Source: an optimization exercise on an open RTL-to-GDS flow (aim: a short achievable clock period and few clock cycles). Production flows keep margins and buffers that such runs may drop.
In this exercise RTL edits were held to simulation tests only and were not proved equivalent to the original.
Power is estimated from default activity; no workload was simulated.

### flow/design.v
module lj372_core (
    input  wire        clk,
    input  wire        rst,
    output reg         mem_req,
    output reg         mem_we,
    output reg  [11:0] mem_addr,
    output reg  [15:0] mem_wdata,
    input  wire        mem_ready,
    input  wire [15:0] mem_rdata,
    input  wire        con_in_valid,
    input  wire [7:0]  con_in_data,
    output reg         con_in_ready,
    output reg         con_out_valid,
    output reg  [7:0]  con_out_data,
    input  wire        con_out_ready,
    output wire        halted,
    output wire        faulted,
    input  wire [3:0]  dbg_sel,
    output reg  [15:0] dbg_data
);
    localparam [3:0] OP_BR   = 4'h0, OP_ADD  = 4'h1, OP_LD   = 4'h2, OP_ST   = 4'h3,
                     OP_JSR  = 4'h4, OP_AND  = 4'h5, OP_LDR  = 4'h6, OP_STR  = 4'h7,
                     OP_INV  = 4'h8, OP_NOT  = 4'h9, OP_LDI  = 4'hA, OP_STI  = 4'hB,
                     OP_JMP  = 4'hC, OP_PP   = 4'hD, OP_LEA  = 4'hE, OP_TRAP = 4'hF;
    reg  [15:0] regs [0:7];
    reg  [2:0]  cc;             
    reg  [15:0] fpc;            
    reg         halt_r, fault_r;
    reg  [15:0] fault_addr;
    reg         iv;             
    reg  [15:0] ir;
    reg  [15:0] xpc;            
    reg  [15:0] ea;             
    reg         ea_stale;
    reg         ph;             
    reg         cov;            
    reg  [7:0]  cbyte;
    reg  [15:0] ic_word  [0:7];
    reg  [8:0]  ic_tag   [0:7];
    reg  [7:0]  ic_valid;
    reg  [15:0] dc_word  [0:7];
    reg  [8:0]  dc_tag   [0:7];
    reg  [7:0]  dc_valid;
    reg  [7:0]  dc_dirty;
    function [2:0] cc_of(input [15:0] v);
        cc_of = v[15] ? 3'b100 : (v == 16'h0000) ? 3'b010 : 3'b001;
    endfunction
    function [15:0] ks_add(input [15:0] a, input [15:0] b, input cin);
        reg [15:0] g, p, x;
        integer d, k;
        begin
            x = a ^ b;
            g = a & b;
            p = x;
            g[0] = g[0] | (p[0] & cin);
            for (d = 1; d < 16; d = d * 2)
                for (k = 15; k >= d; k = k - 1) begin
                    g[k] = g[k] | (p[k] & g[k-d]);
                    p[k] = p[k] & p[k-d];
                end
            ks_add = x ^ {g[14:0], cin};
        end
    endfunction
    wire stopped = halt_r | fault_r;
    assign halted  = halt_r;
    assign faulted = fault_r;
    reg [15:0] dbg_a, dbg_b, dbg_c;
    always @(*) begin
        case (dbg_sel[1:0])
            2'd0: begin dbg_a = regs[0]; dbg_b = regs[4]; dbg_c = fpc; end
            2'd1: begin dbg_a = regs[1]; dbg_b = regs[5]; dbg_c = {13'h0000, cc}; end
            2'd2: begin dbg_a = regs[2]; dbg_b = regs[6]; dbg_c = fault_addr; end
            default: begin dbg_a = regs[3]; dbg_b = regs[7]; dbg_c = 16'h0000; end
        endcase
        case (dbg_sel[3:2])
            2'd0:    dbg_data = dbg_a;
            2'd1:    dbg_data = dbg_b;
            2'd2:    dbg_data = dbg_c;
            default: dbg_data = 16'h0000;
        endcase
    end
    wire [3:0]  op    = ir[15:12];
    wire [2:0]  f_dr  = ir[11:9];
    wire [2:0]  f_sr1 = ir[8:6];
    wire [15:0] x_sr1 = regs[f_sr1];
    wire [15:0] x_sr2 = regs[ir[2:0]];
    wire [15:0] x_dr  = regs[f_dr];
    wire [15:0] r0    = regs[0];
    wire [15:0] r6    = regs[6];
    wire is_alu  = (op == OP_ADD) | (op == OP_AND) | (op == OP_NOT);
    wire is_lea  = (op == OP_LEA);
    wire is_br   = (op == OP_BR);
    wire is_jmp  = (op == OP_JMP);
    wire is_jsr  = (op == OP_JSR);
    wire is_ld   = (op == OP_LD) | (op == OP_LDR);
    wire is_ldi  = (op == OP_LDI);
    wire is_st   = (op == OP_ST) | (op == OP_STR);
    wire is_sti  = (op == OP_STI);
    wire is_push = (op == OP_PP) & ~ir[5];
    wire is_pop  = (op == OP_PP) &  ir[5];
    wire is_trap = (op == OP_TRAP);
    wire t_getc  = is_trap & (ir[7:0] == 8'h20);
    wire t_out   = is_trap & (ir[7:0] == 8'h21);
    wire t_puts  = is_trap & (ir[7:0] == 8'h22);
    wire t_halt  = is_trap & (ir[7:0] == 8'h25);
    wire ben = |(cc & ir[11:9]);
    wire [15:0] opb = ir[5] ? {{11{ir[4]}}, ir[4:0]} : x_sr2;
    reg  [15:0] alu;
    always @(*) begin
        case (op)
            OP_ADD:  alu = ks_add(x_sr1, opb, 1'b0);
            OP_AND:  alu = x_sr1 & opb;
            default: alu = ~x_sr1;
        endcase
    end
    wire ea_in = (ea[15:12] == 4'h3);
    reg [7:0] wmask;
    always @(*) begin
        wmask = 8'h00;
        if (is_alu | is_lea | is_ld | is_ldi) wmask[f_dr] = 1'b1;
        if (is_jsr)  wmask[7] = 1'b1;
        if (is_pop) begin wmask[f_dr] = 1'b1; wmask[6] = 1'b1; end
        if (is_push) wmask[6] = 1'b1;
        if (t_getc)  wmask[0] = 1'b1;
    end
    wire [2:0]  dc_idx  = ea[2:0];
    wire [8:0]  dc_tg   = ea[11:3];
    reg  [7:0]  dc_eq, ic_eq_s, ic_eq_r;
    integer q;
    always @(*) begin
        for (q = 0; q < 8; q = q + 1) begin
            dc_eq[q]   = dc_valid[q] & (dc_tag[q] == ea[11:3]);
            ic_eq_s[q] = ic_valid[q] & (ic_tag[q] == fpc[11:3]);
            ic_eq_r[q] = ic_valid[q] & (ic_tag[q] == ea[11:3]);
        end
    end
    wire [7:0]  dc_vd   = dc_valid & dc_dirty;
    wire        dc_hit  = dc_eq[dc_idx];
    wire        vd_idx  = dc_vd[dc_idx];
    wire        dc_evict = vd_idx & ~dc_hit;
    wire        puts_step = ~cov | con_out_ready;
    wire        dc_rd  = iv & ~ea_stale & (is_ld | is_ldi | (is_sti & ~ph) | t_puts);
    wire        dc_wr  = iv & ~ea_stale & (is_st | (is_sti & ph));
    wire        dc_op  = (dc_rd | dc_wr) & ea_in;
    wire [15:0] dc_rdata = dc_hit ? dc_word[dc_idx] : mem_rdata;
    wire        dc_rok = dc_hit | (~dc_evict & mem_ready);
    wire [15:0] ptr     = dc_word[dc_idx];
    wire [2:0]  idx2    = ptr[2:0];
    wire        hit2    = dc_valid[idx2] & (dc_tag[idx2] == ptr[11:3]);
    wire        evict2  = dc_valid[idx2] & dc_dirty[idx2] & ~hit2;
    wire [15:0] data2   = dc_word[idx2];
    wire        merge   = iv & ~ea_stale & ~ph & ea_in & dc_hit & (ptr[15:12] == 4'h3) &
                          ((is_ldi & hit2) | (is_sti & ~evict2));
    wire need_base = is_ld | is_st | is_jmp | (is_jsr & ~ir[11]) | (op == OP_PP) | t_puts;
    wire recompute = iv & ea_stale;    
    reg  x_done;        
    reg  x_fault;       
    wire x_dcrd = is_ld | is_ldi | (is_sti & ~ph);
    wire x_dcwr = is_st | (is_sti & ph);
    wire x_port = iv & ~ea_stale & ea_in &
                  ((op == OP_PP) | (x_dcrd & ~dc_hit) | (x_dcwr & vd_idx & ~dc_hit) |
                   (t_puts & ~dc_hit & (~vd_idx | ~cov)));
    reg  redirect;
    always @(*) begin
        x_done   = 1'b0;
        x_fault  = 1'b0;
        redirect = 1'b0;
        if (iv && !ea_stale) begin
            if (is_alu | is_lea | (op == OP_INV)) x_done = 1'b1;
            if (is_br)  begin x_done = 1'b1; redirect = ben; end
            if (is_jmp | is_jsr) begin x_done = 1'b1; redirect = 1'b1; end
            if (is_trap & ~t_getc & ~t_out & ~t_puts) x_done = 1'b1;
            if (t_getc) x_done = con_in_valid;
            if (t_out)  x_done = con_out_ready;
            if (op == OP_PP) begin
                if (!ea_in) x_fault = 1'b1;
                else x_done = mem_ready;
            end
            if (t_puts) begin
                if (!ea_in) x_fault = ~cov;
                else begin
                    x_done = ~dc_evict & puts_step & dc_rok & (dc_rdata == 16'h0000);
                end
            end
            if (is_ld | is_ldi | is_st | is_sti) begin
                if (!ea_in) x_fault = 1'b1;
                else begin
                    if (dc_rd) begin
                        if (dc_rok) begin
                            if (is_ld | (is_ldi & ph)) x_done = 1'b1;
                        end
                        if (merge) x_done = 1'b1;
                    end else begin
                        x_done = ~dc_evict | mem_ready;
                    end
                end
            end
        end
    end
    wire x_stop  = x_fault | (iv & ~ea_stale & t_halt);
    wire fetch_go = ~stopped & (~iv | x_done) & ~x_stop;
    wire [15:0] fa     = redirect ? ea : fpc;
    wire        fa_in  = redirect ? (ea[15:12] == 4'h3) : (fpc[15:12] == 4'h3);
    wire [2:0]  fa_idx = fa[2:0];
    wire        hit_s  = ic_eq_s[fpc[2:0]];
    wire        hit_r  = ic_eq_r[ea[2:0]];
    wire [15:0] icw_s  = ic_word[fpc[2:0]];
    wire [15:0] icw_r  = ic_word[ea[2:0]];
    wire        ic_hit = redirect ? hit_r : hit_s;
    wire [15:0] fw     = redirect ? (hit_r ? icw_r : mem_rdata) : (hit_s ? icw_s : mem_rdata);
    wire        f_ok   = fa_in & (ic_hit | (~x_port & mem_ready));
    wire [15:0] fpc1   = fpc + 16'd1;
    wire [15:0] ea1    = ea + 16'd1;
    wire [15:0] fa1    = redirect ? ea1 : fpc1;
    wire [15:0] em1 = ea - 16'd1;
    reg  [15:0] r6_f, r6m1_f, r0_f;
    reg         r6_st, r0_st;
    always @(*) begin
        r6_f   = r6;
        r6m1_f = r6 - 16'd1;
        r6_st  = 1'b0;
        if (iv) begin
            if (is_push) begin
                r6_f = ea; r6m1_f = em1;
            end else if (is_pop && f_dr != 3'd6) begin
                r6_f = ea1; r6m1_f = ea;
            end else if (wmask[6]) r6_st = 1'b1;
        end
        r0_f  = r0;
        r0_st = 1'b0;
        if (iv && wmask[0]) begin
            if (is_lea)      r0_f = ea;
            else if (is_alu) r0_f = alu;
            else             r0_st = 1'b1;
        end
    end
    wire        fwd_ok  = iv & (is_lea | is_alu);
    wire [15:0] fwd_val = is_lea ? ea : alu;
    wire [127:0] rf = {regs[7], regs[6], regs[5], regs[4], regs[3], regs[2], regs[1], regs[0]};
    function [16:0] pre(input [15:0] w, input [15:0] pc1, input [127:0] rfv,
                        input [7:0] wm, input [15:0] r6v, input [15:0] r6m1v, input r6s,
                        input [15:0] r0v, input r0s, input ivv,
                        input fok, input [2:0] freg, input [15:0] fval,
                        input [23:0] pcv, input [79:0] rfp, input [79:0] rfm);
        reg [15:0] base, e, e_ldr, e_p9, e_p11;
        reg [6:0]  lo6;
        reg [9:0]  lo9;
        reg [11:0] lo11;
        reg [9:0]  bp, bm;
        reg        st;
        begin
            base = rfv[w[8:6]*16 +: 16];
            bp   = rfp[w[8:6]*10 +: 10];
            bm   = rfm[w[8:6]*10 +: 10];
            lo6  = {1'b0, base[5:0]} + {1'b0, w[5:0]};
            e_ldr = {w[5] ? (lo6[6] ? base[15:6] : bm) : (lo6[6] ? bp : base[15:6]), lo6[5:0]};
            lo9  = {1'b0, pc1[8:0]} + {1'b0, w[8:0]};
            e_p9 = {w[8] ? (lo9[9] ? pc1[15:9] : pcv[13:7]) : (lo9[9] ? pcv[6:0] : pc1[15:9]), lo9[8:0]};
            lo11 = {1'b0, pc1[10:0]} + {1'b0, w[10:0]};
            e_p11 = {w[10] ? (lo11[11] ? pc1[15:11] : pcv[23:19]) : (lo11[11] ? pcv[18:14] : pc1[15:11]), lo11[10:0]};
            st   = 1'b0;
            case (w[15:12])
                OP_LDR, OP_STR: begin
                    e  = e_ldr;
                    st = wm[w[8:6]];
                end
                OP_JMP: begin
                    if (fok && freg == w[8:6]) e = fval;
                    else begin e = base; st = wm[w[8:6]]; end
                end
                OP_JSR: begin
                    if (w[11])               e = e_p11;
                    else if (w[8:6] == 3'd7) e = pc1;
                    else if (fok && freg == w[8:6]) e = fval;
                    else begin e = base; st = wm[w[8:6]]; end
                end
                OP_PP: begin
                    e  = w[5] ? r6v : r6m1v;
                    st = r6s;
                end
                OP_TRAP: begin
                    e  = r0v;
                    st = r0s & (w[7:0] == 8'h22);
                end
                default: e = e_p9;
            endcase
            pre = {st & ivv, e};
        end
    endfunction
    function [23:0] pcvar(input [15:0] a);
        pcvar = {a[15:11] - 5'd1, a[15:11] + 5'd1, a[15:9] - 7'd1, a[15:9] + 7'd1};
    endfunction
    wire [23:0] pcv_s = pcvar(fpc1);
    wire [23:0] pcv_r = pcvar(ea1);
    wire [23:0] pcv_m = redirect ? pcv_r : pcv_s;
    reg  [79:0] rfp, rfm;
    always @(*)
        for (q = 0; q < 8; q = q + 1) begin
            rfp[q*10 +: 10] = regs[q][15:6] + 10'd1;
            rfm[q*10 +: 10] = regs[q][15:6] - 10'd1;
        end
    wire [16:0] pre_s = pre(icw_s,     fpc1, rf, wmask, r6_f, r6m1_f, r6_st, r0_f, r0_st, iv, fwd_ok, f_dr, fwd_val, pcv_s, rfp, rfm);
    wire [16:0] pre_r = pre(icw_r,     ea1,  rf, wmask, r6_f, r6m1_f, r6_st, r0_f, r0_st, iv, fwd_ok, f_dr, fwd_val, pcv_r, rfp, rfm);
    wire [16:0] pre_m = pre(mem_rdata, fa1,  rf, wmask, r6_f, r6m1_f, r6_st, r0_f, r0_st, iv, fwd_ok, f_dr, fwd_val, pcv_m, rfp, rfm);
    wire [16:0] pre_f = redirect ? (hit_r ? pre_r : pre_m) : (hit_s ? pre_s : pre_m);
    wire [15:0] f_ea    = pre_f[15:0];
    wire        f_stale = pre_f[16];
    wire [15:0] r6m1    = r6 - 16'd1;
    reg [15:0] r_ea;
    always @(*) begin
        case (op)
            OP_LDR, OP_STR: r_ea = x_sr1 + {{10{ir[5]}}, ir[5:0]};
            OP_PP:          r_ea = ir[5] ? r6 : r6m1;
            OP_TRAP:        r_ea = r0;
            default:        r_ea = x_sr1;
        endcase
    end
    always @(*) begin
        mem_req   = ~stopped & (x_port | (~ic_hit & fa_in));
        mem_we    = x_port & ((op == OP_PP) ? ~ir[5] : vd_idx);
        mem_addr  = x_port ? (((op == OP_PP) | ~vd_idx) ? ea[11:0] : {dc_tag[dc_idx], dc_idx})
                           : fa[11:0];
        mem_wdata = (op == OP_PP) ? ((f_dr == 3'd6) ? ea : x_dr) : dc_word[dc_idx];
        con_in_ready  = ~stopped & iv & ~ea_stale & t_getc;
        con_out_valid = ~stopped & ((iv & ~ea_stale & t_out) | cov);
        con_out_data  = cov ? cbyte : r0[7:0];
    end
    integer i;
    always @(posedge clk) begin
        if (rst) begin
            fpc        <= 16'h3000;
            cc         <= 3'b010;
            halt_r     <= 1'b0;
            fault_r    <= 1'b0;
            fault_addr <= 16'h0000;
            iv         <= 1'b0;
            ir         <= 16'h0000;
            xpc        <= 16'h0000;
            ea         <= 16'h0000;
            ea_stale   <= 1'b0;
            ph         <= 1'b0;
            cov        <= 1'b0;
            cbyte      <= 8'h00;
            ic_valid   <= 8'h00;
            dc_valid   <= 8'h00;
            dc_dirty   <= 8'h00;
            for (i = 0; i < 8; i = i + 1)
                regs[i] <= 16'h0000;
        end else if (!stopped) begin
            if (recompute) begin
                ea       <= r_ea;
                ea_stale <= 1'b0;
            end else if (iv) begin
                if (x_fault) begin
                    fault_r    <= 1'b1;
                    fault_addr <= ea;
                    fpc        <= xpc;
                    iv         <= 1'b0;
                    cov        <= 1'b0;
                end
                if (t_halt) begin
                    halt_r <= 1'b1;
                    iv     <= 1'b0;
                end
                if (is_alu) begin
                    regs[f_dr] <= alu;
                    cc         <= cc_of(alu);
                end
                if (is_lea) begin
                    regs[f_dr] <= ea;
                    cc         <= cc_of(ea);
                end
                if (is_jsr) regs[7] <= fpc;
                if (t_getc && con_in_valid) regs[0] <= {8'h00, con_in_data};
                if ((op == OP_PP) && ea_in && mem_ready) begin
                    if (!ir[5]) regs[6] <= ea;
                    else begin
                        regs[f_dr] <= mem_rdata;
                        regs[6]    <= (f_dr == 3'd6) ? mem_rdata + 16'd1 : ea1;
                    end
                end
                if (t_puts & ~ea_in & cov & con_out_ready) cov <= 1'b0;
                if (dc_op) begin
                    if (dc_rd) begin
                        if (dc_hit) begin
                        end else if (dc_evict) begin
                            if (mem_ready & ~(t_puts & cov)) dc_dirty[dc_idx] <= 1'b0;
                        end else if (mem_ready) begin
                            dc_word[dc_idx]  <= mem_rdata;
                            dc_tag[dc_idx]   <= dc_tg;
                            dc_valid[dc_idx] <= 1'b1;
                            dc_dirty[dc_idx] <= 1'b0;
                        end
                        if (dc_rok) begin
                            if (is_ld | (is_ldi & ph)) begin
                                regs[f_dr] <= dc_rdata;
                                cc         <= cc_of(dc_rdata);
                                ph         <= 1'b0;
                            end
                            if ((is_ldi | is_sti) & ~ph & ~merge) begin
                                ea <= dc_rdata;
                                ph <= 1'b1;
                            end
                            if (merge & is_ldi) begin
                                regs[f_dr] <= data2;
                                cc         <= cc_of(data2);
                            end
                            if (merge & is_sti) begin
                                dc_word[idx2]  <= x_dr;
                                dc_tag[idx2]   <= ptr[11:3];
                                dc_valid[idx2] <= 1'b1;
                                dc_dirty[idx2] <= 1'b1;
                            end
                            if (t_puts & ~puts_step) begin
                            end else if (t_puts) begin
                                if (dc_rdata == 16'h0000) begin
                                    cov <= 1'b0;
                                end else begin
                                    cov   <= 1'b1;
                                    cbyte <= dc_rdata[7:0];
                                    ea    <= ea1;
                                end
                            end
                        end else if (t_puts & con_out_ready) begin
                            cov <= 1'b0;
                        end
                    end else begin
                        if (dc_hit) begin
                            dc_word[dc_idx]  <= x_dr;
                            dc_dirty[dc_idx] <= 1'b1;
                        end else if (!dc_evict || mem_ready) begin
                            dc_word[dc_idx]  <= x_dr;
                            dc_tag[dc_idx]   <= dc_tg;
                            dc_valid[dc_idx] <= 1'b1;
                            dc_dirty[dc_idx] <= 1'b1;
                        end
                        if (!dc_evict || mem_ready) ph <= 1'b0;
                    end
                end
            end
            if (fetch_go) begin
                if (!fa_in) begin
                    fault_r    <= 1'b1;
                    fault_addr <= fa;
                    fpc        <= fa;
                    iv         <= 1'b0;
                end else if (f_ok) begin
                    if (!ic_hit) begin
                        ic_word[fa_idx]  <= mem_rdata;
                        ic_tag[fa_idx]   <= fa[11:3];
                        ic_valid[fa_idx] <= 1'b1;
                    end
                    iv       <= 1'b1;
                    ir       <= fw;
                    xpc      <= fa;
                    fpc      <= fa1;
                    ea       <= f_ea;
                    ea_stale <= f_stale;
                end else begin
                    iv  <= 1'b0;
                    fpc <= fa;
                end
            end
        end
    end
endmodule
### flow/run.sh
#!/bin/bash
# synth_recipe.tcl (not shown) runs the flow's synth.tcl, then flattens the netlist and writes it again
# the make line also repeats each setting of config.mk as NAME=value (left out here)
make -C /OpenROAD-flow-scripts/flow DESIGN_CONFIG=/design/flow/config.mk WORK_HOME=/design/flow/orfs CLKGATE_MAP_FILE= SYNTH_SCRIPT=/design/flow/synth_recipe.tcl finish
### flow/config.mk
export PLATFORM = sky130hd
export DESIGN_NAME = lj372_core
export DESIGN_NICKNAME = lj372_core
export VERILOG_FILES = /design/flow/design.v
export SDC_FILE = /design/flow/constraint.sdc
export NUM_CORES = 4
export LEC_CHECK = 0
export ABC_CLOCK_PERIOD_IN_PS = 4000
export CAP_MARGIN = 20
export CORE_MARGIN = 2
export CORE_UTILIZATION = 40
export SETUP_SLACK_MARGIN = 5
export SLEW_MARGIN = 20
### flow/constraint.sdc
create_clock -name core_clock -period 10.0 [get_ports {clk}]
set_input_delay 2.0000 -clock core_clock [delete_from_list [all_inputs] [get_ports {clk}]]
set_output_delay 2.0000 -clock core_clock [all_outputs]
set_load 0.01 [all_outputs]
==> results of run 1 <==
==> placed cells by master (no fill, tap or decap), types with 34 or more instances in the layout <==
cell type,instances
nand2_1,995
nor2_1,633
buf_4,600
edfxtp_1,528
xnor2_1,313
a21oi_1,309
mux4_2,303
nand3_1,270
o21ai_0,263
mux2i_1,219
xor2_1,200
inv_1,141
nor3_1,123
a211oi_1,114
ha_1,112
buf_12,112
dfxtp_1,104
nand4_1,101
and3_1,93
clkbuf_16,89
buf_6,89
o211ai_1,88
mux2_2,77
nor4_1,75
a31oi_1,73
a311oi_1,67
o21ai_1,48
o22ai_1,46
a21oi_2,42
a221oi_1,42
a22oi_1,39
and2_1,39
mux2i_4,38
o221ai_1,37
diode_2,35
a21oi_4,34
==> timing repair <==
action / 4_1_cts / 5_1_grt
cloned: 65 / 16
setup endpoints to repair: 1039 / 948
gates resized for setup: 987 / 327
hold endpoints to repair: 0 / 0
setup buffers: 278 / 166
pin swaps: 148 / 140
==> cell families after synthesis <==
logic type                 synth area share (%)
and+or+nand+nor                           19.47
AOI/OAI and AO/OA                         18.26
buffers and inverters                     5.138
muxes                                     17.03
DFF                                       29.78
xor gates and xnor gates                  7.525
adders and majority gates                 2.800
==> per-stage QoR <==
stage	total power [W]	cell area [um2]
after floorplan	0.01169	62840
after global placement	0.01778	66490
after detailed placement	0.01777	66520
after CTS	0.02318	76910
after global routing	0.02563	79970
final	0.02558	80040
==> critical path, delay by kind of cell <==
kind                   cells  cell delay, ns
and+or+nand+nor            2            1.05
AOI/OAI and AO/OA          8            1.90
buffers and inverters      3            1.15
==> layer usage <==
| layer | global-route usage, % | share of wire [%] | up-vias |
|---|---|---|---|
| li1 | - | - | 27967 |
| met1 | 64.86 | 35 | 35614 |
| met2 | 70.58 | 38 | 7271 |
| met3 | 25.81 | 17 | 2076 |
| met4 | 39.33 | 10 | 63 |
| met5 | 1.937 | 0.24 | - |
==> final timing paths <==
path | endpoint | slack, ns | cells after the start
hold / removal | fpc[7] | 0.46 | 2
setup / recovery | ea[15] | 4.41 | 13
setup reg to reg | ea[15] | 4.42 | 17
hold reg to reg | fpc[7] | 0.46 | 2
==> area by class of cell <==
cell class	count	area, um2	share of cell area, %
diodes	35	87.58	0.1094
clock buffers	100	2087	2.608
clock inverters	46	546.8	0.6831
inverters	177	814.5	1.018
multi-input cells	5731	44790	55.96
flip-flops and latches	664	18660	23.32
well taps	2044	2557	3.195
repair buffers	958	10420	13.02
repair inverters	6	67.56	0.08442
==> sequential cells by signal, summed over array words and instances (netlist names), 16 cells and up, named ones only <==
name / flops
xpc: 16
dc_word: 128
ic_tag: 72
ic_word: 128
dc_tag: 72
fpc: 16
ir: 16
ea: 16
regs: 128
fault_addr: 16
==> power by group <==
group	internal, W	switching (W)	total (W)
Sequential	0.00323	0.000269	0.00350
Combinational	0.00658	0.0125	0.0191
Clock	0.00167	0.00133	0.00300
==> run notes, run 1 <==
status no timing/DRC/antenna violations; Synth area leader edfxtp_1; clk buf depth 3; Finish-stage setup viols 0; required time worst endpoint 10.59 ns; final hold vios 0; RSZ-0062 raised after global routing true; CTS Hold Bufs 0; #FFs+latches synth 664; largest net degree at the start of global routing 66; dpl ws 2.683 ns; GRT Overall Usage 52.87%; launching point of the worst reg2reg path regs[7][12]; CP Launch Type input port; clk latency of the worst-skew pair 0.74 ns; CTS tree built; max cap viols 0; Peak Freq 0.1790 GHz; slew margin rel. 13.39%; max-slew violation count 0; number of synthesized flops with an enable pin 528; Slowest-stage cell, CP nor2_1; CORE AREA 154400 um2; CP startpoint mem_rdata[15]; hold slack 0.4587 ns; post-synth cell types 100; top-count cell post-synth nand2_1; placed cells 9053; Starting Density 40.40%; final antenna-violating net count 0; critical path type in -> reg; Layout Utilization 51.84%; skew final 0.06863 ns; I/O pin cnt 91; Final Wtd Congestion 1.120; vias per cell 7.478; Yosys warning total 1; VDD IR max 0.3405 mV; total CTS buffers 80; top cell type's share of synthesized area 25.41%; die height 398.9 um; Hold Startpoint xpc[7]; HP Class reg -> reg; H-tree depth 3; Mean Syn Cell Area 8.665 um2; Reg clk slew, reported paths 0.06 ns; vias in the first global route 65341; ranking of synthesized cells by area edfxtp_1, mux4_2, nand2_1; share of layout cells above drive strength 1 27.22%; final setup margin 4.414 ns; Detailed Route WL 438.4 mm; Mapped Area 62390 um2; post-route minimum period 5.586 ns; asr flop ratio synth 0%; total number of vias 72991; number of port buffers 90; Layout fillers 14035; post-synthesis sequential area ratio 29.78%; Die ar. 159100 um2; initial antenna violation count 52; 1st-pass router iterations 10; crit path cell chain clkdlybuf4s50_1, buf_6, inv_1, nand2_1, nor2_1, a31oi_1, o211ai_1, a21boi_1, o221a_2, a2111oi_4, o21ai_2, a31oi_1, a221oi_1; DIE WIDTH 398.9 um; fin crit share 55.86%; clock sinks 664; Syn Nets 7367; standby leakage power 29.23 nW; Finished Layout Cells 9761; crit path DAT 6.17 ns; slew of the pin with the lowest slew margin 1.291 ns; crit end category flop; Area growth syn-to-layout 28.29%; Post-synth top cells nand2_1, nor2_1, edfxtp_1; ys flop type edfxtp_1; P per Cell Area 319.6 nW/um2; DR WL/cell 44.92 um; Rows 144; first-pass GRT wire length 573.6 mm; Setup TNS Final 0 ns; Syn Inst Count 7200; most frequent cell on the critical path a31oi_1; DRC 0; Layout Nets 7785; Overflow after GRT 0; slowest stage delay, CP 0.66 ns; Detail Placement HPWL 299.6 mm; clk root buf clkbuf_16; 1st-iter DRT viols 14128; Crit Path Max Fanout 26
Testbench counts, summed over its fixed seeds: cycles 43,237.
==> inputs of run 2 (changes only) <==
--- a/flow/design.v
+++ b/flow/design.v
@@ -244,3 +244,3 @@
                         input [23:0] pcv, input [79:0] rfp, input [79:0] rfm);
-        reg [15:0] base, e, e_ldr, e_p9, e_p11;
+        reg [15:0] base, e_ldr, e_p9, e_p11;
         reg [6:0]  lo6;
@@ -249,4 +249,6 @@
         reg [9:0]  bp, bm;
-        reg        st;
+        reg        c_ldr, c_p11, c_pc1, c_fwd, c_base, c_pop, c_push, c_trap, c_p9, fm;
+        reg [3:0]  o;
         begin
+            o    = w[15:12];
             base = rfv[w[8:6]*16 +: 16];
@@ -260,29 +262,17 @@
             e_p11 = {w[10] ? (lo11[11] ? pc1[15:11] : pcv[23:19]) : (lo11[11] ? pcv[18:14] : pc1[15:11]), lo11[10:0]};
-            st   = 1'b0;
-            case (w[15:12])
-                OP_LDR, OP_STR: begin
-                    e  = e_ldr;
-                    st = wm[w[8:6]];
-                end
-                OP_JMP: begin
-                    if (fok && freg == w[8:6]) e = fval;
-                    else begin e = base; st = wm[w[8:6]]; end
-                end
-                OP_JSR: begin
-                    if (w[11])               e = e_p11;
-                    else if (w[8:6] == 3'd7) e = pc1;
-                    else if (fok && freg == w[8:6]) e = fval;
-                    else begin e = base; st = wm[w[8:6]]; end
-                end
-                OP_PP: begin
-                    e  = w[5] ? r6v : r6m1v;
-                    st = r6s;
-                end
-                OP_TRAP: begin
-                    e  = r0v;
-                    st = r0s & (w[7:0] == 8'h22);
-                end
-                default: e = e_p9;
-            endcase
-            pre = {st & ivv, e};
+            fm     = fok & (freg == w[8:6]);
+            c_ldr  = (o == OP_LDR) | (o == OP_STR);
+            c_p11  = (o == OP_JSR) & w[11];
+            c_pc1  = (o == OP_JSR) & ~w[11] & (w[8:6] == 3'd7);
+            c_fwd  = ((o == OP_JMP) | ((o == OP_JSR) & ~w[11] & (w[8:6] != 3'd7))) & fm;
+            c_base = ((o == OP_JMP) | ((o == OP_JSR) & ~w[11] & (w[8:6] != 3'd7))) & ~fm;
+            c_pop  = (o == OP_PP) & w[5];
+            c_push = (o == OP_PP) & ~w[5];
+            c_trap = (o == OP_TRAP);
+            c_p9   = ~(c_ldr | (o == OP_JSR) | (o == OP_JMP) | (o == OP_PP) | c_trap);
+            pre[15:0] = ({16{c_ldr}}  & e_ldr) | ({16{c_p11}}  & e_p11) | ({16{c_p9}}  & e_p9) |
+                        ({16{c_pc1}}  & pc1)   | ({16{c_fwd}}  & fval)  | ({16{c_base}} & base) |
+                        ({16{c_pop}}  & r6v)   | ({16{c_push}} & r6m1v) | ({16{c_trap}} & r0v);
+            pre[16] = ivv & ((c_ldr | c_base) & wm[w[8:6]] | (o == OP_PP) & r6s |
+                             c_trap & r0s & (w[7:0] == 8'h22));
         end
@@ -304,3 +294,6 @@
     wire [16:0] pre_m = pre(mem_rdata, fa1,  rf, wmask, r6_f, r6m1_f, r6_st, r0_f, r0_st, iv, fwd_ok, f_dr, fwd_val, pcv_m, rfp, rfm);
-    wire [16:0] pre_f = redirect ? (hit_r ? pre_r : pre_m) : (hit_s ? pre_s : pre_m);
+    wire        sel_s = ~redirect & hit_s;
+    wire        sel_r =  redirect & hit_r;
+    wire        sel_m = ~(sel_s | sel_r);
+    wire [16:0] pre_f = ({17{sel_s}} & pre_s) | ({17{sel_r}} & pre_r) | ({17{sel_m}} & pre_m);
     wire [15:0] f_ea    = pre_f[15:0];
@@ -338,3 +331,2 @@
             xpc        <= 16'h0000;
-            ea         <= 16'h0000;
             ea_stale   <= 1'b0;
==> run 2 against run 1 <==
Against the previous run: largest power group unchanged; critical endpoint is now mem_addr[2]; sequential power is 8.3% higher; synthesized area is 2.1% lower; routed wire length is 6.7% lower; still clean on timing, DRC and antenna; cell count is 4.5% lower.
==> run notes, run 2 <==
1st-pass router iterations 12; mux contribution to synthesized area 17.35%; CP Launch Type flop; hold depth 2; Yosys warning total 1; Mapped Area 61080 um2; critical path type reg -> out; post-synthesis sequential area ratio 30.68%; #FFs+latches synth 664; post-route minimum period 5.639 ns; final hold vios 0; Adder-Cell Fraction of Synth Area 2.802%; Syn Inst Count 6840; clk latency of the worst-skew pair 0.76 ns; ys flop type edfxtp_1; Synth Area in Simple Gates 18.27%; total number of vias 69091; Syn Nets 7005; final antenna-violating net count 0; max cap viols 0; Reg clk slew, reported paths 0.07 ns; biggest regs dc_word x128, ic_word x128, regs x128; asr flop ratio synth 0%; status no timing/DRC/antenna violations; Synth area leader edfxtp_1; leading cell types in the layout, fill and taps excluded nand2_1, buf_4, nor2_1; Final Wtd Congestion 1.134; DR WL/cell 43.88 um; GRT Overall Usage 50.35%; first-pass GRT wire length 540.8 mm; R2R depth 21; slew of the pin with the lowest slew margin 1.362 ns; top-count cell post-synth nand2_1; largest family of logic cells by synthesized area simple AND/OR/NAND/NOR gates; total CTS buffers 77; most frequent cell on the critical path buf_6; Layout Nets 7357; most common cell after layout, fill and taps aside nand2_1; Overflow after GRT 0; I/O pin cnt 91; post-synth cell types 116; largest net degree at the start of global routing 73; Mean Syn Cell Area 8.931 um2; Peak Freq 0.1773 GHz; Finish-stage setup viols 0; crit path cell chain buf_12, clkbuf_16, xnor2_2, nand4_1, o31ai_4, o2bb2ai_2, buf_6, o32ai_4, a21oi_4, buf_6, buf_12, buf_4, a21oi_4, buf_6; P per Cell Area 393.4 nW/um2; crit end category output pin; DRC 0; clk root buf clkbuf_16; Detail Placement HPWL 274.5 mm; crit path DAT 3.64 ns; Post-synth top cells nand2_1, nor2_1, edfxtp_1; Area growth syn-to-layout 25.64%; share of layout cells above drive strength 1 27.13%; HP Class reg -> reg; Layout Utilization 50.58%; Slowest-stage cell, CP edfxtp_1; die height 394.8 um; 1st-iter DRT viols 13445; Die ar. 155900 um2; max-slew violation count 0; skew final 0.04480 ns; CTS tree built; vias per cell 7.408; initial antenna violation count 53; slowest stage delay, CP 0.52 ns; fin crit share 56.39%; area fraction in compound gates after synthesis 17.76%; required time worst endpoint 8.00 ns; Crit Path Max Fanout 13; number of port buffers 90; DIE WIDTH 394.8 um; clock sinks 664; VDD IR max 0.3400 mV; vias in the first global route 62513; standby leakage power 28.14 nW; ranking of synthesized cells by area edfxtp_1, mux4_2, nand2_1; RSZ-0062 raised after global routing true; number of synthesized flops with an enable pin 544; slew margin rel. 8.255%; Detailed Route WL 409.2 mm; Starting Density 40.26%; CORE AREA 151700 um2; clk buf depth 3; Rows 143; H-tree depth 3; top cell type's share of synthesized area 26.74%; post-synthesis xor/xnor area fraction 7.913%; Setup TNS Final 0 ns
-- run 2: cell types whose count changed after synthesis, sizes merged, moves of 18 or more --
cell,before,now
a32oi,29,10
nand3,287,239
a21oi,385,320
o21ai,351,315
clkbuf,491,413
buf,160,208
o22ai,51,69
nand2,1044,953
nor4,101,76
-- run 2: timing repair --
action | CTS | global route
setup endpoints to repair | 1041 | 913
hold buffers | 0 | 0
buffers inserted | 260 | 142
cloned | 44 | 10
pin swaps | 93 | 134
resized for setup | 883 | 318
-- run 2: kinds of logic (layout without fill, tap and decap cells) --
kind of cell	after synthesis	count (layout)
buffers and inverters	777	1186
multiplexers	679	682
flip-flops	664	664
XOR/XNOR	551	551
adder cells (fa/ha/maj)	132	132
AO/OA/AOI/OAI	1577	1577
other	0	41
AND/OR/NAND/NOR	2460	2463
-- run 2: metal layers --
metal,part of all wire (%),vias to the layer above,wire [um],track usage (%)
li1,-,26473,-,-
met4,11,45,44160,39.91
met1,34,33764,139900,59.85
met5,0.21,-,868,1.416
met3,16,2097,66110,24.27
met2,39,6712,158200,68.63
-- run 2: worst max-delay path: cells and delay by family, from the launching register on --
kind	cells	cell delay, ns
buffers and inverters	7	1.06
AO/OA/AOI/OAI	5	0.89
flip-flops	1	0.52
AND/OR/NAND/NOR	1	0.26
XOR/XNOR	1	0.14
-- run 2: where the power goes --
group          internal [W]  total [W]  switching, W
clock               0.00166    0.00301       0.00135
sequential          0.00339    0.00379      0.000401
combinational       0.00812     0.0234        0.0153
-- run 2: per-stage QoR --
stage | instances | hold WS, ns | cell area [um2] | worst slack (ns) | total power (W)
global placement | 8682 | 0.4364 | 64780 | 1.128 | 0.02157
floorplan | 6840 | 0.4285 | 61350 | 4.209 | 0.01431
global route | 9292 | 0.4796 | 76660 | 4.376 | 0.03032
finish | 9326 | 0.4547 | 76750 | 4.361 | 0.03019
CTS | 9132 | 0.4546 | 73940 | 4.429 | 0.02748
detailed placement | 8686 | 0.4458 | 64870 | 1.060 | 0.02160
-- run 2: area by class of cell --
cell class / count / area (um2)
diodes: 41 / 102.6
multi-input cells: 5405 / 42680
repair buffers: 886 / 9260
flip-flops and latches: 664 / 18810
repair inverters: 2 / 20.02
inverters: 156 / 709.4
fillers: 14052 / 74980
well taps: 2030 / 2540
clock inverters: 50 / 551.8
clock buffers: 92 / 2068
-- run 2: path summary, 6_finish.rpt --
kind / from / end / slack [ns]
max: ea[4] / mem_addr[2] / 4.36
min: cbyte[1] / cbyte[1] / 0.45
max reg2reg: ir[10] / ea[10] / 4.36
min reg2reg: cbyte[1] / cbyte[1] / 0.45
Testbench counts of run 2, summed over its fixed seeds: cycles 43,237.
==> inputs of run 3 (changes only) <==
--- a/flow/design.v
+++ b/flow/design.v
@@ -239,3 +239,3 @@
     wire [127:0] rf = {regs[7], regs[6], regs[5], regs[4], regs[3], regs[2], regs[1], regs[0]};
-    function [16:0] pre(input [15:0] w, input [15:0] pc1, input [127:0] rfv,
+    function [16:0] pre(input [15:0] w, input [15:0] pc0, input [15:0] pc1, input [127:0] rfv,
                         input [7:0] wm, input [15:0] r6v, input [15:0] r6m1v, input r6s,
@@ -258,6 +258,6 @@
             e_ldr = {w[5] ? (lo6[6] ? base[15:6] : bm) : (lo6[6] ? bp : base[15:6]), lo6[5:0]};
-            lo9  = {1'b0, pc1[8:0]} + {1'b0, w[8:0]};
-            e_p9 = {w[8] ? (lo9[9] ? pc1[15:9] : pcv[13:7]) : (lo9[9] ? pcv[6:0] : pc1[15:9]), lo9[8:0]};
-            lo11 = {1'b0, pc1[10:0]} + {1'b0, w[10:0]};
-            e_p11 = {w[10] ? (lo11[11] ? pc1[15:11] : pcv[23:19]) : (lo11[11] ? pcv[18:14] : pc1[15:11]), lo11[10:0]};
+            lo9  = {1'b0, pc0[8:0]} + {1'b0, w[8:0]} + 10'd1;
+            e_p9 = {w[8] ? (lo9[9] ? pc0[15:9] : pcv[13:7]) : (lo9[9] ? pcv[6:0] : pc0[15:9]), lo9[8:0]};
+            lo11 = {1'b0, pc0[10:0]} + {1'b0, w[10:0]} + 12'd1;
+            e_p11 = {w[10] ? (lo11[11] ? pc0[15:11] : pcv[23:19]) : (lo11[11] ? pcv[18:14] : pc0[15:11]), lo11[10:0]};
             fm     = fok & (freg == w[8:6]);
@@ -282,4 +282,4 @@
     endfunction
-    wire [23:0] pcv_s = pcvar(fpc1);
-    wire [23:0] pcv_r = pcvar(ea1);
+    wire [23:0] pcv_s = pcvar(fpc);
+    wire [23:0] pcv_r = pcvar(ea);
     wire [23:0] pcv_m = redirect ? pcv_r : pcv_s;
@@ -291,5 +291,5 @@
         end
-    wire [16:0] pre_s = pre(icw_s,     fpc1, rf, wmask, r6_f, r6m1_f, r6_st, r0_f, r0_st, iv, fwd_ok, f_dr, fwd_val, pcv_s, rfp, rfm);
-    wire [16:0] pre_r = pre(icw_r,     ea1,  rf, wmask, r6_f, r6m1_f, r6_st, r0_f, r0_st, iv, fwd_ok, f_dr, fwd_val, pcv_r, rfp, rfm);
-    wire [16:0] pre_m = pre(mem_rdata, fa1,  rf, wmask, r6_f, r6m1_f, r6_st, r0_f, r0_st, iv, fwd_ok, f_dr, fwd_val, pcv_m, rfp, rfm);
+    wire [16:0] pre_s = pre(icw_s,     fpc, fpc1, rf, wmask, r6_f, r6m1_f, r6_st, r0_f, r0_st, iv, fwd_ok, f_dr, fwd_val, pcv_s, rfp, rfm);
+    wire [16:0] pre_r = pre(icw_r,     ea,  ea1,  rf, wmask, r6_f, r6m1_f, r6_st, r0_f, r0_st, iv, fwd_ok, f_dr, fwd_val, pcv_r, rfp, rfm);
+    wire [16:0] pre_m = pre(mem_rdata, fa,  fa1,  rf, wmask, r6_f, r6m1_f, r6_st, r0_f, r0_st, iv, fwd_ok, f_dr, fwd_val, pcv_m, rfp, rfm);
     wire        sel_s = ~redirect & hit_s;
@@ -310,7 +310,14 @@
     end
+    wire        x_go    = iv & ~ea_stale & ea_in;
+    wire        pp_x    = x_go & (op == OP_PP);
+    wire        port_m  = x_go & (x_dcrd | (x_dcwr & vd_idx) | (t_puts & (~vd_idx | ~cov)));
+    wire        we_hit  = pp_x & ~ir[5];
+    wire        we_miss = we_hit | (port_m & vd_idx);
+    wire [11:0] ad_hit  = pp_x ? ea[11:0] : fa[11:0];
+    wire [11:0] ad_miss = pp_x ? ea[11:0] : ~port_m ? fa[11:0] :
+                          vd_idx ? {dc_tag[dc_idx], dc_idx} : ea[11:0];
     always @(*) begin
-        mem_req   = ~stopped & (x_port | (~ic_hit & fa_in));
-        mem_we    = x_port & ((op == OP_PP) ? ~ir[5] : vd_idx);
-        mem_addr  = x_port ? (((op == OP_PP) | ~vd_idx) ? ea[11:0] : {dc_tag[dc_idx], dc_idx})
-                           : fa[11:0];
+        mem_req   = ~stopped;
+        mem_we    = dc_hit ? we_hit : we_miss;
+        mem_addr  = dc_hit ? ad_hit : ad_miss;
         mem_wdata = (op == OP_PP) ? ((f_dr == 3'd6) ? ea : x_dr) : dc_word[dc_idx];
==> run 3 against run 2 <==
Against the previous run: clock skew about the same; power down 1.2%; sequential power about the same; global-route usage down 0.61 points; cell area up 2.3%; clock power about the same; synthesized cell count up 0.60%; synthesized area down 0.17%; critical path depth up 3; highest routed layer unchanged; first-iteration DRC count down 4.0%; sequential cell count unchanged; routed wire length up 0.58%; largest power group unchanged.
==> run notes, run 3 <==
slew of the pin with the lowest slew margin 1.306 ns; Detail Placement HPWL 276.4 mm; Hold Crit Endpoint xpc[13]; clock sinks 664; Crit Path Max Fanout 20; 1st-pass router iterations 9; CTS tree built; total number of vias 69870; Layout fillers 13794; share of layout cells above drive strength 1 28.57%; post-synth cell types 93; hold depth 2; most frequent cell on the critical path o21ai_0; flop2flop setup slack 4.13 ns; standby leakage power 28.23 nW; Layout Nets 7471; crit path cell chain buf_12, buf_4, inv_2, buf_4, ha_1, nand2_1, nor3_1, and4_1, o21ai_0, o21ai_0, mux2_2, o22a_1, o21ai_0, a221oi_2, a21oi_1, o41ai_2, o31ai_1; Setup TNS Final 0 ns; final hold vios 0; Detailed Route WL 411.6 mm; top-count cell post-synth nand2_1; RSZ-0062 raised after global routing true; Final Wtd Congestion 1.136; FF/Latch Area 18790 um2; Reg clk slew, reported paths 0.06 ns; skew final 0.04523 ns; die height 394.5 um; Die ar. 155600 um2; status no timing/DRC/antenna violations; ys flop type edfxtp_1; leading cell types in the layout, fill and taps excluded nand2_1, buf_4, nor2_1; Multi-input gate area 43260 um2; crit path DAT 6.34 ns; R2R depth 17; Post-synth top cells nand2_1, nor2_1, edfxtp_1; first-pass GRT wire length 535.0 mm; critical path type reg -> reg; biggest regs dc_word x128, ic_word x128, regs x128; Area growth syn-to-layout 28.77%; Overflow after GRT 0; top cell type's share of synthesized area 26.79%; largest net degree at the start of global routing 59; Rows 143; slowest stage delay, CP 0.73 ns; VDD IR max 0.2883 mV; max-slew violation count 0; CORE AREA 151700 um2; max cap viols 0; Synth area leader edfxtp_1; total CTS buffers 79; Starting Density 40.19%; Yosys warning total 1; Peak Freq 0.1704 GHz; Syn Inst Count 6881; launching point of the worst reg2reg path ea[10]; crit end category flop; Levels on crit path 17; Syn Nets 7048; Slowest-stage cell, CP nor3_1; #FFs+latches synth 664; H-tree depth 3; I/O pin cnt 91; slew margin rel. 12.95%; Buf/Inv on CP 4; R2R Path End ea[15]; fin crit share 58.69%; CP delay by family, top compound AO/OA/AOI/OAI gates; Mapped Area 60980 um2; most common cell after layout, fill and taps aside nand2_1; final antenna-violating net count 0; DRC 0; HP Class reg -> reg; vias in the first global route 62005; DIE WIDTH 394.5 um; required time worst endpoint 10.47 ns; 1st-iter DRT viols 12908; Layout Utilization 51.76%; clk root buf clkbuf_16; post-synthesis sequential area ratio 30.73%; DR WL/cell 43.63 um; CP Launch Type flop; clk buf depth 3; P per Cell Area 379.8 nW/um2; post-route minimum period 5.869 ns; Finish-stage setup viols 0; number of synthesized flops with an enable pin 544; Mean Syn Cell Area 8.862 um2; number of port buffers 90; vias per cell 7.408; ranking of synthesized cells by area edfxtp_1, mux4_2, nand2_1; Hold Startpoint xpc[13]; clk latency of the worst-skew pair 0.75 ns; initial antenna violation count 53; GRT Overall Usage 49.74%; asr flop ratio synth 0%
-- run 3: routing by layer --
metal / up-vias / track usage [%] / share of wire, %
met4: 46 / 38.73 / 11
met3: 2140 / 22.98 / 17
met2: 7105 / 66.78 / 38
met1: 33876 / 60.84 / 34
li1: 26703 / - / -
met5: - / 2.740 / 0.18
-- run 3: how the worst max path moves through the flow --
stage / from / end / slack (ns)
3_5_place_dp: mem_rdata[6] / ea[9] / 1.79
6_report: ea[10] / ea[15] / 4.13
3_3_place_gp: mem_rdata[6] / ea[9] / 1.82
5_1_grt: mem_rdata[6] / ea[9] / 4.27
2_1_floorplan: mem_rdata[6] / ea[15] / 4.31
4_1_cts: mem_rdata[6] / ea[15] / 4.26
-- run 3: report_power, final --
part	internal, W	switching [W]
clock network	0.00166	0.00135
logic	0.00804	0.0150
registers	0.00337	0.000394
-- run 3: cell families after synthesis --
kind of cell | count (synthesis) | share of synthesized area (%)
AOI/OAI and AO/OA | 1524 | 16.48
muxes | 685 | 18.43
buffers and inverters | 815 | 5.144
and+or+nand+nor | 2523 | 18.67
adders and majority gates | 134 | 2.848
xor gates and xnor gates | 536 | 7.698
DFF | 664 | 30.73
-- run 3: timing repair --
action	in CTS	in global routing
cloned	43	41
gates resized for setup	802	501
buffers inserted	269	188
endpoints found under the setup margin	1038	967
endpoints found under the hold margin	0	0
hold buffers	0	0
pin swaps	99	169
-- run 3: final cells by class --
class	instances	area share (%)
well taps	2030	3.234
flip-flops and latches	664	23.92
inverters	179	1.015
repair inverters	1	0.01115
clock buffers	94	2.627
multi-input cells	5421	55.08
diodes	35	0.1115
clock inverters	50	0.7345
repair buffers	958	13.26
-- run 3: worst reg2reg max path, cell delays in order (launching register included) --
cell and delay [ns]:
edfxtp_1 0.41, buf_12 0.18, buf_4 0.31, inv_2 0.18, buf_4 0.41, ha_1 0.43, nand2_1 0.30, nor3_1 0.74
and4_1 0.29, o21ai_0 0.16, o21ai_0 0.47, mux2_2 0.32, o22a_1 0.12, o21ai_0 0.28, a221oi_2 0.39, a21oi_1 0.13
o41ai_2 0.35, o31ai_1 0.12
-- run 3: metrics by stage --
step                cell area, um2  total power [W]  worst slack, ns  std cells  hold slack, ns
finish                       78530          0.02982            4.131       9432          0.4841
global route                 78460          0.02991            4.273       9405          0.4939
floorplan                    61780          0.01372            4.306       6881          0.4327
detailed placement           65210          0.02095            1.786       8711          0.4648
CTS                          73850          0.02618            4.259       9167          0.4776
global placement             65150          0.02093            1.815       8709          0.4560
Testbench counts of run 3, summed over its fixed seeds: cycles 43,237.
==> inputs of run 4 (changes only) <==
--- a/flow/design.v
+++ b/flow/design.v
@@ -66,16 +66,14 @@
     assign faulted = fault_r;
-    reg [15:0] dbg_a, dbg_b, dbg_c;
+    reg  [15:0] dsel;
+    integer     qd;
+    always @(*)
+        for (qd = 0; qd < 16; qd = qd + 1)
+            dsel[qd] = (dbg_sel == qd);
     always @(*) begin
-        case (dbg_sel[1:0])
-            2'd0: begin dbg_a = regs[0]; dbg_b = regs[4]; dbg_c = fpc; end
-            2'd1: begin dbg_a = regs[1]; dbg_b = regs[5]; dbg_c = {13'h0000, cc}; end
-            2'd2: begin dbg_a = regs[2]; dbg_b = regs[6]; dbg_c = fault_addr; end
-            default: begin dbg_a = regs[3]; dbg_b = regs[7]; dbg_c = 16'h0000; end
-        endcase
-        case (dbg_sel[3:2])
-            2'd0:    dbg_data = dbg_a;
-            2'd1:    dbg_data = dbg_b;
-            2'd2:    dbg_data = dbg_c;
-            default: dbg_data = 16'h0000;
-        endcase
+        dbg_data = ({16{dsel[0]}}  & regs[0]) | ({16{dsel[1]}}  & regs[1]) |
+                   ({16{dsel[2]}}  & regs[2]) | ({16{dsel[3]}}  & regs[3]) |
+                   ({16{dsel[4]}}  & regs[4]) | ({16{dsel[5]}}  & regs[5]) |
+                   ({16{dsel[6]}}  & regs[6]) | ({16{dsel[7]}}  & regs[7]) |
+                   ({16{dsel[8]}}  & fpc)     | ({16{dsel[9]}}  & {13'h0000, cc}) |
+                   ({16{dsel[10]}} & fault_addr);
     end
@@ -105,3 +103,6 @@
     wire t_halt  = is_trap & (ir[7:0] == 8'h25);
-    wire ben = |(cc & ir[11:9]);
+    reg  ben_r;
+    reg  [2:0]  cc_t;
+    reg  [15:0] ir_t;
+    wire ben = ben_r;
     wire [15:0] opb = ir[5] ? {{11{ir[4]}}, ir[4:0]} : x_sr2;
@@ -125,2 +126,30 @@
     end
+    reg  [7:0]  ea_oh, fpc_oh;
+    function [7:0] oh8(input [2:0] i);
+        oh8 = 8'd1 << i;
+    endfunction
+    function [15:0] sel16(input [7:0] oh, input [127:0] v);
+        integer k;
+        begin
+            sel16 = 16'h0000;
+            for (k = 0; k < 8; k = k + 1)
+                sel16 = sel16 | ({16{oh[k]}} & v[k*16 +: 16]);
+        end
+    endfunction
+    function [8:0] sel9(input [7:0] oh, input [71:0] v);
+        integer k;
+        begin
+            sel9 = 9'h000;
+            for (k = 0; k < 8; k = k + 1)
+                sel9 = sel9 | ({9{oh[k]}} & v[k*9 +: 9]);
+        end
+    endfunction
+    wire [127:0] dcw_v = {dc_word[7], dc_word[6], dc_word[5], dc_word[4],
+                          dc_word[3], dc_word[2], dc_word[1], dc_word[0]};
+    wire [71:0]  dct_v = {dc_tag[7], dc_tag[6], dc_tag[5], dc_tag[4],
+                          dc_tag[3], dc_tag[2], dc_tag[1], dc_tag[0]};
+    wire [127:0] icw_v = {ic_word[7], ic_word[6], ic_word[5], ic_word[4],
+                          ic_word[3], ic_word[2], ic_word[1], ic_word[0]};
+    wire [15:0] dc_wsel = sel16(ea_oh, dcw_v);
+    wire [8:0]  dc_tsel = sel9(ea_oh, dct_v);
     wire [2:0]  dc_idx  = ea[2:0];
@@ -137,4 +166,4 @@
     wire [7:0]  dc_vd   = dc_valid & dc_dirty;
-    wire        dc_hit  = dc_eq[dc_idx];
-    wire        vd_idx  = dc_vd[dc_idx];
+    wire        dc_hit  = |(dc_eq & ea_oh);
+    wire        vd_idx  = |(dc_vd & ea_oh);
     wire        dc_evict = vd_idx & ~dc_hit;
@@ -144,5 +173,5 @@
     wire        dc_op  = (dc_rd | dc_wr) & ea_in;
-    wire [15:0] dc_rdata = dc_hit ? dc_word[dc_idx] : mem_rdata;
+    wire [15:0] dc_rdata = dc_hit ? dc_wsel : mem_rdata;
     wire        dc_rok = dc_hit | (~dc_evict & mem_ready);
-    wire [15:0] ptr     = dc_word[dc_idx];
+    wire [15:0] ptr     = dc_wsel;
     wire [2:0]  idx2    = ptr[2:0];
@@ -204,6 +233,6 @@
     wire [2:0]  fa_idx = fa[2:0];
-    wire        hit_s  = ic_eq_s[fpc[2:0]];
-    wire        hit_r  = ic_eq_r[ea[2:0]];
-    wire [15:0] icw_s  = ic_word[fpc[2:0]];
-    wire [15:0] icw_r  = ic_word[ea[2:0]];
+    wire        hit_s  = |(ic_eq_s & fpc_oh);
+    wire        hit_r  = |(ic_eq_r & ea_oh);
+    wire [15:0] icw_s  = sel16(fpc_oh, icw_v);
+    wire [15:0] icw_r  = sel16(ea_oh, icw_v);
     wire        ic_hit = redirect ? hit_r : hit_s;
@@ -256,7 +285,7 @@
             bm   = rfm[w[8:6]*10 +: 10];
-            lo6  = {1'b0, base[5:0]} + {1'b0, w[5:0]};
+            lo6  = ks_add({10'd0, base[5:0]}, {10'd0, w[5:0]}, 1'b0);
             e_ldr = {w[5] ? (lo6[6] ? base[15:6] : bm) : (lo6[6] ? bp : base[15:6]), lo6[5:0]};
-            lo9  = {1'b0, pc0[8:0]} + {1'b0, w[8:0]} + 10'd1;
+            lo9  = ks_add({7'd0, pc0[8:0]}, {7'd0, w[8:0]}, 1'b1);
             e_p9 = {w[8] ? (lo9[9] ? pc0[15:9] : pcv[13:7]) : (lo9[9] ? pcv[6:0] : pc0[15:9]), lo9[8:0]};
-            lo11 = {1'b0, pc0[10:0]} + {1'b0, w[10:0]} + 12'd1;
+            lo11 = ks_add({5'd0, pc0[10:0]}, {5'd0, w[10:0]}, 1'b1);
             e_p11 = {w[10] ? (lo11[11] ? pc0[15:11] : pcv[23:19]) : (lo11[11] ? pcv[18:14] : pc0[15:11]), lo11[10:0]};
@@ -284,3 +313,2 @@
     wire [23:0] pcv_r = pcvar(ea);
-    wire [23:0] pcv_m = redirect ? pcv_r : pcv_s;
     reg  [79:0] rfp, rfm;
@@ -293,7 +321,10 @@
     wire [16:0] pre_r = pre(icw_r,     ea,  ea1,  rf, wmask, r6_f, r6m1_f, r6_st, r0_f, r0_st, iv, fwd_ok, f_dr, fwd_val, pcv_r, rfp, rfm);
-    wire [16:0] pre_m = pre(mem_rdata, fa,  fa1,  rf, wmask, r6_f, r6m1_f, r6_st, r0_f, r0_st, iv, fwd_ok, f_dr, fwd_val, pcv_m, rfp, rfm);
-    wire        sel_s = ~redirect & hit_s;
-    wire        sel_r =  redirect & hit_r;
-    wire        sel_m = ~(sel_s | sel_r);
-    wire [16:0] pre_f = ({17{sel_s}} & pre_s) | ({17{sel_r}} & pre_r) | ({17{sel_m}} & pre_m);
+    wire [16:0] pre_ms = pre(mem_rdata, fpc, fpc1, rf, wmask, r6_f, r6m1_f, r6_st, r0_f, r0_st, iv, fwd_ok, f_dr, fwd_val, pcv_s, rfp, rfm);
+    wire [16:0] pre_mr = pre(mem_rdata, ea,  ea1,  rf, wmask, r6_f, r6m1_f, r6_st, r0_f, r0_st, iv, fwd_ok, f_dr, fwd_val, pcv_r, rfp, rfm);
+    wire        sel_s  = ~redirect & hit_s;
+    wire        sel_r  =  redirect & hit_r;
+    wire        sel_ms = ~redirect & ~hit_s;
+    wire        sel_mr =  redirect & ~hit_r;
+    wire [16:0] pre_f = ({17{sel_s}}  & pre_s)  | ({17{sel_r}}  & pre_r) |
+                        ({17{sel_ms}} & pre_ms) | ({17{sel_mr}} & pre_mr);
     wire [15:0] f_ea    = pre_f[15:0];
@@ -317,3 +348,3 @@
     wire [11:0] ad_miss = pp_x ? ea[11:0] : ~port_m ? fa[11:0] :
-                          vd_idx ? {dc_tag[dc_idx], dc_idx} : ea[11:0];
+                          vd_idx ? {dc_tsel, dc_idx} : ea[11:0];
     always @(*) begin
@@ -322,3 +353,3 @@
         mem_addr  = dc_hit ? ad_hit : ad_miss;
-        mem_wdata = (op == OP_PP) ? ((f_dr == 3'd6) ? ea : x_dr) : dc_word[dc_idx];
+        mem_wdata = (op == OP_PP) ? ((f_dr == 3'd6) ? ea : x_dr) : dc_wsel;
         con_in_ready  = ~stopped & iv & ~ea_stale & t_getc;
@@ -331,3 +362,5 @@
             fpc        <= 16'h3000;
+            fpc_oh     <= 8'h01;
             cc         <= 3'b010;
+            ben_r      <= 1'b0;
             halt_r     <= 1'b0;
@@ -348,4 +381,7 @@
         end else if (!stopped) begin
+            cc_t = cc;
+            ir_t = ir;
             if (recompute) begin
                 ea       <= r_ea;
+                ea_oh    <= oh8(r_ea[2:0]);
                 ea_stale <= 1'b0;
@@ -356,2 +392,3 @@
                     fpc        <= xpc;
+                    fpc_oh     <= oh8(xpc[2:0]);
                     iv         <= 1'b0;
@@ -365,3 +402,3 @@
                     regs[f_dr] <= alu;
-                    cc         <= cc_of(alu);
+                    cc_t          = cc_of(alu);
                 end
@@ -369,3 +406,3 @@
                     regs[f_dr] <= ea;
-                    cc         <= cc_of(ea);
+                    cc_t          = cc_of(ea);
                 end
@@ -395,3 +432,3 @@
                                 regs[f_dr] <= dc_rdata;
-                                cc         <= cc_of(dc_rdata);
+                                cc_t          = cc_of(dc_rdata);
                                 ph         <= 1'b0;
@@ -399,3 +436,4 @@
                             if ((is_ldi | is_sti) & ~ph & ~merge) begin
-                                ea <= dc_rdata;
+                                ea    <= dc_rdata;
+                                ea_oh <= oh8(dc_rdata[2:0]);
                                 ph <= 1'b1;
@@ -404,3 +442,3 @@
                                 regs[f_dr] <= data2;
-                                cc         <= cc_of(data2);
+                                cc_t          = cc_of(data2);
                             end
@@ -420,2 +458,3 @@
                                     ea    <= ea1;
+                                    ea_oh <= oh8(ea1[2:0]);
                                 end
@@ -444,2 +483,3 @@
                     fpc        <= fa;
+                    fpc_oh     <= oh8(fa[2:0]);
                     iv         <= 1'b0;
@@ -452,6 +492,8 @@
                     iv       <= 1'b1;
-                    ir       <= fw;
+                    ir_t      = fw;
                     xpc      <= fa;
                     fpc      <= fa1;
+                    fpc_oh   <= oh8(fa1[2:0]);
                     ea       <= f_ea;
+                    ea_oh    <= oh8(f_ea[2:0]);
                     ea_stale <= f_stale;
@@ -459,5 +501,9 @@
                     iv  <= 1'b0;
-                    fpc <= fa;
+                    fpc    <= fa;
+                    fpc_oh <= oh8(fa[2:0]);
                 end
             end
+            cc    <= cc_t;
+            ir    <= ir_t;
+            ben_r <= |(cc_t & ir_t[11:9]);
         end
==> run 4 against run 3 <==
Against the previous run: clock power increased by 3%; first-iteration DRC count is 16% higher; sequential cell count increased by 11; largest cell class unchanged; largest power group unchanged.
==> run notes, run 4 <==
Finish-stage setup viols 0; post-synth cell types 110; max cap viols 0; Detailed Route WL 430.1 mm; max-slew violation count 0; status no timing/DRC/antenna violations; Reg clk slew, reported paths 0.07 ns; clock sinks 675; total power 0.02481 W; Post-synth top cells nand2_1, nor2_1, edfxtp_1; vias per cell 7.599; DRC 0; Worst Setup EP ea[8]; VDD IR max 0.2266 mV; Finished Layout Cells 9570; Layout fillers 14231; Synth area leader edfxtp_1; total CTS buffers 79; CORE AREA 151700 um2; Syn Nets 7261; Starting Density 40.23%; Mapped Area 61040 um2; skew final 0.07233 ns; clk buf depth 3; required time worst endpoint 10.50 ns; top cell type's share of synthesized area 27.15%; Rows 143; slew margin rel. 10.80%; launching point of the worst reg2reg path ea_oh[7]; Peak Freq 0.1780 GHz; flop2flop setup slack 4.38 ns; CTS tree built; crit end category flop; share of layout cells above drive strength 1 24.24%; largest net degree at the start of global routing 66; HP Class reg -> reg; #FFs+latches synth 675; Yosys warning total 1; Final Wtd Congestion 1.111; vias in the first global route 64926; total number of vias 72726; final instance area 76840 um2; slew of the pin with the lowest slew margin 1.328 ns; CTS Hold Bufs 0; final hold vios 0; DR WL/cell 44.95 um; final antenna-violating net count 0; Crit Path Max Fanout 17; most common cell after layout, fill and taps aside nand2_1; Setup TNS Final 0 ns; initial antenna violation count 52; ranking of synthesized cells by area edfxtp_1, xnor2_1, mux4_2; H-tree depth 3; Area after DPL 64940 um2; RSZ-0062 raised after global routing true; number of synthesized flops with an enable pin 552; Die ar. 155700 um2; CP Launch Type flop; GRT Overall Usage 52.39%; I/O pin cnt 91; ys flop type edfxtp_1; Mean Syn Cell Area 8.624 um2; leading cell types in the layout, fill and taps excluded nand2_1, buf_4, nor2_1; Area growth syn-to-layout 25.88%; standby leakage power 27.89 nW; clk root buf clkbuf_16; post-synthesis sequential area ratio 31.19%; DIE WIDTH 394.7 um; top-count cell post-synth nand2_1; first-pass GRT wire length 564.7 mm; number of port buffers 90; R2R Path End ea[8]; Detail Placement HPWL 287.9 mm; Syn Inst Count 7078; placed cells 8884; CP startpoint ea_oh[7]; P per Cell Area 322.8 nW/um2; 1st-pass router iterations 14; 1st-iter DRT viols 14981; post-route minimum period 5.617 ns; fin crit share 56.17%; critical path type reg -> reg; R2R depth 21; asr flop ratio synth 0%; Overflow after GRT 0; die height 394.7 um; Layout Nets 7621; biggest regs dc_word x128, ic_word x128, regs x128; clk latency of the worst-skew pair 0.75 ns; crit path DAT 6.12 ns
-- run 4: cell types whose count changed after synthesis, moves of 47 or more --
cell	change
a221oi_1	+47
a22oi_1	+284
buf_2	+70
clkbuf_1	-50
mux2i_1	+51
mux4_2	-189
nand2_1	-61
nand4_1	+71
o21ai_0	-86
xnor2_1	+81
xor2_1	-83
-- run 4: through the flow --
| stage | setup WS, ns | hold slack (ns) | utilization [%] |
|---|---|---|---|
| after global placement | 2.806 | 0.4604 | 42.77 |
| after floorplan | 4.530 | 0.4327 | - |
| after global routing | 4.443 | 0.5027 | 50.60 |
| after CTS | 4.655 | 0.4817 | 48.89 |
| after detailed placement | 2.727 | 0.4707 | 42.80 |
| final | 4.383 | 0.4805 | 50.65 |
-- run 4: timing repair --
item                                    in CTS  in global routing
endpoints found under the setup margin    1031                822
resized for setup                          818                320
pin swaps                                  180                124
gates cloned                                36                 21
setup buffers                              343                102
-- run 4: logic make-up (layout without fill, tap and decap cells) --
group | after synthesis | after routing | synth area share [%]
xor+xnor | 534 | 534 | 7.662
mux | 509 | 509 | 11.55
flops | 675 | 675 | 31.19
compound gates | 1924 | 1927 | 22.26
simple gates | 2469 | 2483 | 18.78
fa+ha+maj | 150 | 150 | 3.185
buf+inv | 817 | 1222 | 5.374
other cells | 0 | 40 | 0
-- run 4: worst min-delay path by stage --
stage                         startpoint              to  slack (ns)  cells after the start
after global routing             xpc[15]         xpc[15]        0.50                      1
final                             xpc[9]          fpc[9]        0.48                      2
after CTS                         xpc[9]          fpc[9]        0.48                      2
after detailed placement         xpc[15]         xpc[15]        0.47                      1
after global placement           xpc[12]         xpc[12]        0.46                      2
after floorplan           fault_addr[14]  fault_addr[14]        0.43                      1
-- run 4: layout make-up --
class | instances | area (um2) | share of cell area (%)
diodes | 40 | 100.1 | 0.1303
well taps | 2030 | 2540 | 3.305
flip-flops and latches | 675 | 19080 | 24.83
inverters | 146 | 633.1 | 0.8239
clock inverters | 42 | 538.0 | 0.7002
repair inverters | 1 | 8.758 | 0.01140
clock buffers | 101 | 2121 | 2.760
multi-input cells | 5603 | 42420 | 55.21
repair buffers | 932 | 9399 | 12.23
-- run 4: worst max-delay path: stages (launching register included) --
cell and delay, ns:
edfxtp_1 0.45, buf_8 0.22, a22oi_2 0.21, buf_4 0.15
a41oi_4 0.35, a211oi_2 0.28, a311oi_1 0.07, a31o_2 0.34
ha_4 0.21, fa_2 0.35, a21o_1 0.21, a21oi_4 0.23
o21bai_4 0.13, a21oi_2 0.19, buf_6 0.18, a311o_1 0.22
a311oi_2 0.14, or4_1 0.59, a211oi_2 0.16, o22a_1 0.20
o221ai_4 0.21, a22o_1 0.26
-- run 4: per-layer routing --
metal	vias up	share of wire (%)	wire length, um	global-route usage (%)
met2	7555	37	161200	68.61
met3	2232	18	76070	27.70
li1	27693	-	-	-
met1	35196	35	148600	63.76
met4	50	10	43290	39.29
met5	-	0.23	972	2.740
-- run 4: power breakdown --
part           switching (W)  total [W]  leakage (nW)  internal, W
sequential          0.000431    0.00384          6.18      0.00341
combinational         0.0120     0.0179          20.4      0.00590
clock                0.00139    0.00309          1.27      0.00171
total                 0.0138     0.0248          27.9       0.0110
Testbench counts of run 4, summed over its fixed seeds: cycles 43,237.

==> afterwards: timing with drivers on the ports <==
In the flow no input, the clock included, has a driving cell. The finished layouts below were timed again as built, in two steps.
Step 1 assumes that a clkbuf_16 drives the clock port and a buf_2 every other input.
Step 2 adds t to the input delays and takes it off the output delays; t is the mean of the earliest and latest rising clock arrival at the registers after step 1. Input paths then give back, and output paths get back, about the clock's delay inside the block.
Slacks: ideal ports / drivers / drivers and shift; pairs: ideal ports / drivers.
run	t (ns)	setup WS [ns]	hold WS [ns]	worst setup path at the end	worst register clock-pin slew, ns
run 1	0.798	4.414 / 4.328 / 3.659	0.459 / 0.459 / 0.459	input to register	0.08 / 0.08
run 2	0.824	4.361 / 4.243 / 3.419	0.455 / 0.455 / 0.455	input to register	0.08 / 0.08
run 3	0.808	4.131 / 3.978 / 3.170	0.484 / 0.484 / 0.484	input to register	0.07 / 0.07
run 4	0.812	4.383 / 4.376 / 3.684	0.481 / 0.481 / 0.481	input to register	0.08 / 0.08
After both steps every run listed still meets setup and hold. For run 3, which loses most, drivers alone change the setup slack by -0.153 ns; drivers and shift together by -0.961 ns.
